Source: an optimization exercise on an open RTL-to-GDS flow (aim: small area, a short achievable clock period and few clock cycles). Production flows keep margins and buffers that such runs may drop. In this exercise RTL edits were held to simulation tests only and were not proved equivalent to the original. Power figures rest on the tool's default switching activity, not on a simulated workload.

// pjv_engine
module pjv_engine (
    input  wire        clk,
    input  wire        rst,
    input  wire        reg_we,
    input  wire [3:0]  reg_addr,
    input  wire [31:0] reg_wdata,
    output reg  [31:0] reg_rdata,
    input  wire        kbuf_wr,       
    output wire        busy,
    output wire        kmem_re,
    output wire [16:0] kmem_addr,
    input  wire [7:0]  kmem_rdata,
    output wire        dmem_re,
    output wire [11:0] dmem_raddr,
    input  wire [7:0]  dmem_rdata,
    output wire        dmem_we,
    output wire [11:0] dmem_waddr,
    output wire [7:0]  dmem_wdata
);
For scale: roughly 2100 cells after synthesis, ~210 flip-flops, ~140 I/O pins, roughly 17000 sq um of cells after synthesis.
export LEC_CHECK = 0
export CAP_MARGIN = 20
export CORE_MARGIN = 2
export CORE_UTILIZATION = 50
export SETUP_SLACK_MARGIN = 3.45
export SLEW_MARGIN = 20
export SYNTH_HIERARCHICAL = 1
export SYNTH_MINIMUM_KEEP_SIZE = 0
export TNS_END_PERCENT = 0
create_clock -name core_clock -period 8.0 [get_ports {clk}]
standard.sh (not shown) runs the stock make flow with config.mk's settings and CLKGATE_MAP_FILE= SYNTH_SCRIPT=/design/flow/synth_recipe.tcl, a recipe that flattens the netlist after the stock synthesis.
==> flow/flow/run.sh <==
#!/bin/bash
# Standard ORFS layout, with plain buffers (not delay cells) on the ports and
# no dummy balancing loads in the clock tree.
set -euo pipefail
export BUFFER_PORTS_ARGS="-buffer_cell sky130_fd_sc_hd__buf_2"
export CTS_ARGS="-sink_clustering_enable -repair_clock_nets -dont_use_dummy_load"
bash standard.sh > standard.log 2>&1
Testbench counts at the start, summed over its fixed seeds: cycles 301,710.
Change:
--- a/flow/flow/run.sh
+++ b/flow/flow/run.sh
@@ -3 +3,2 @@
-# no dummy balancing loads in the clock tree.
+# a clock tree of sink clusters of up to 20 flip-flops, without dummy
+# balancing loads.
@@ -6 +7 @@
-export CTS_ARGS="-sink_clustering_enable -repair_clock_nets -dont_use_dummy_load"
+export CTS_ARGS="-sink_clustering_enable -repair_clock_nets -dont_use_dummy_load -sink_clustering_size 20 -sink_clustering_max_diameter 80"
- SETUP_SLACK_MARGIN: 3.45 -> 4.0
Outcome: The changed run passed the timing, DRC and antenna checks; maximum frequency came out higher by 4.4%; combinational power came out higher by about 3%; die area is unchanged; clock-buffer cell count came out lower by 7; sequential power barely changes; utilization came out higher by 0.83 points; non-clock buffer count came out higher by 34; wire length came out higher by 1.5%; total power came out lower by 6.0%.


pjv_engine, a different RTL version from the one above (not shown whole).
For scale: ~2100 cells after synthesis, roughly 140 I/O pins, ~17000 sq um of cells after synthesis.
export LEC_CHECK = 0
export CAP_MARGIN = 20
export CORE_MARGIN = 2
export CORE_UTILIZATION = 40
export SETUP_SLACK_MARGIN = 4.0
export SLEW_MARGIN = 20
export TNS_END_PERCENT = 0
create_clock -name core_clock -period 8.0 [get_ports {clk}]
==> flow/flow/run.sh <==
#!/bin/bash
# Standard ORFS layout, with plain buffers (not delay cells) on the ports.
set -euo pipefail
export BUFFER_PORTS_ARGS="-buffer_cell sky130_fd_sc_hd__buf_2"
bash standard.sh > standard.log 2>&1
The baseline passed the timing, DRC and antenna checks.
Testbench counts at the start, summed over its fixed seeds: cycles 301,670.
Next try:
==> flow/run.sh (new file) <==
#!/bin/bash
# synth_recipe.tcl (not shown) runs the flow's synth.tcl, then flattens the netlist and writes it again
# the make line also repeats each setting of config.mk as NAME=value (left out here)
make -C /OpenROAD-flow-scripts/flow DESIGN_CONFIG=/design/flow/config.mk WORK_HOME=/design/flow/orfs CLKGATE_MAP_FILE= SYNTH_SCRIPT=/design/flow/synth_recipe.tcl finish
removed: flow/flow/run.sh
removed: flow/standard.sh
Total power is lower by about 0.38%.
Worst setup slack is worse by 0.15 ns.
Die area does not change.
Register-to-register slack loses 0.12 ns.
Critical path depth went up by 1.
Maximum frequency drops by about 3%.
Cell count barely changes.
Synthesized cell count does not change.
Count of clock-buffer cells in the layout decreases by 9.
Cell area grows by 2.9%.


Setup of north:
pjv_engine, a different RTL version from the one above (not shown whole).
Size in the first run: about 190 flip-flops, roughly 140 I/O pins, about 17000 µm² of cells after synthesis.
clock: 8.0 ns
lec_check: 0
cap_margin: 20
core_margin: 2
core_utilization: 40
setup_slack_margin: 4.0
slew_margin: 20
synth_hierarchical: 1
synth_minimum_keep_size: 0
tns_end_percent: 0
==> flow/flow/run.sh <==
#!/bin/bash
# Standard ORFS layout, with plain buffers (not delay cells) on the ports.
set -euo pipefail
export BUFFER_PORTS_ARGS="-buffer_cell sky130_fd_sc_hd__buf_2"
bash standard.sh > standard.log 2>&1
Testbench counts of north, summed over its fixed seeds: cycles 301,710.
Setup changes, north to south
# north
export LEC_CHECK = 0
export CAP_MARGIN = 20
export CORE_MARGIN = 2
export CORE_UTILIZATION = 40
export SETUP_SLACK_MARGIN = 4.0
export SLEW_MARGIN = 20
export SYNTH_HIERARCHICAL = 1
export SYNTH_MINIMUM_KEEP_SIZE = 0
export TNS_END_PERCENT = 0
create_clock -name core_clock -period 8.0 [get_ports {clk}]
# south
export LEC_CHECK = 0
export CAP_MARGIN = 20
export CORE_MARGIN = 2
export CORE_UTILIZATION = 50
export SETUP_SLACK_MARGIN = 4.0
export SLEW_MARGIN = 20
export SYNTH_HIERARCHICAL = 1
export SYNTH_MINIMUM_KEEP_SIZE = 0
export TNS_END_PERCENT = 0
create_clock -name core_clock -period 8.0 [get_ports {clk}]
==> flow/flow/run.sh <==
#!/bin/bash
# Standard ORFS layout, with plain buffers (not delay cells) on the ports and
# no dummy balancing loads in the clock tree.
set -euo pipefail
export BUFFER_PORTS_ARGS="-buffer_cell sky130_fd_sc_hd__buf_2"
export CTS_ARGS="-sink_clustering_enable -repair_clock_nets -dont_use_dummy_load"
bash standard.sh > standard.log 2>&1
### Flow results
- Comparing south with north, the number of nets in the layout came out essentially unchanged.
- Of south and north, the run reporting the lower total met3 wirelength after detailed routing was north.
- Looking at worst setup slack, south sits 0.020 ns higher than north does.


Another version of the RTL of pjv_engine (not shown whole).
Size: roughly 2,000 cells after synthesis, about 140 I/O pins, ~17,000 um2 of cells after synthesis.
Settings: LEC_CHECK=0, ABC_CLOCK_PERIOD_IN_PS=4500, CAP_MARGIN=20, CORE_MARGIN=2, CORE_UTILIZATION=40, SETUP_SLACK_MARGIN=3.0, SLEW_MARGIN=20; clock period 8.0 ns.
run.sh (not shown) runs the stock make flow with config.mk's settings and CLKGATE_MAP_FILE= SYNTH_SCRIPT=/design/flow/synth_recipe.tcl, a recipe that flattens the netlist after the stock synthesis.
Stock flow here: none of the scripts above is used.
The starting point finished with timing, DRC and antenna clean.
Testbench counts at the start, summed over its fixed seeds: cycles 301,310.
Edit:
ABC_CLOCK_PERIOD_IN_PS = not set   (was 4500)
Routed wire length does not change.
Non-clock buffer count stays the same.
Global-route usage does not change.
Worst setup slack is unchanged.
Die area stays the same.

## afterwards: timing with drivers on the ports
No port has a modelled driver above. Below, the same layouts with a new extraction and two added sets of constraints.
Step 1 sets driving cells, clkbuf_16 on the clock port and buf_2 on the other inputs (assumed; they add their load-dependent delay and slew).
Step 2 times the ports against the registers' clock, not the clock port: input delays grow and output delays shrink by t, the midpoint of the rising clock arrivals with the driver on.
Slacks: no drivers / after step 1 / after step 2; pairs: no drivers / after step 1.
run	t, ns	setup WS [ns]	clock arrival spread, ns	worst slew at a driven data input, ns
the first run of note 1	0.591	3.295 / 3.273 / 3.273	0.035 / 0.035	0.03
the second run of note 1	0.565	3.493 / 3.447 / 3.004	0.079 / 0.079	0.07
the first run of note 2	0.648	3.141 / 3.092 / 2.734	0.024 / 0.024	0.06
the second run of note 2	0.623	2.988 / 2.963 / 2.633	0.012 / 0.011	0.06
north	0.531	3.226 / 3.088 / 2.759	0.016 / 0.016	0.22
south	0.512	3.246 / 3.099 / 2.906	0.019 / 0.019	0.24
the first run of note 4	0.627	2.325 / 2.325 / 2.325	0.019 / 0.019	0.10
the second run of note 4	0.627	2.325 / 2.325 / 2.325	0.019 / 0.019	0.10
After both steps setup and hold are still met in every run listed. The setup slack of the second run of note 1, which loses most, moves by -0.046 ns with the drivers and by -0.489 ns with both steps.
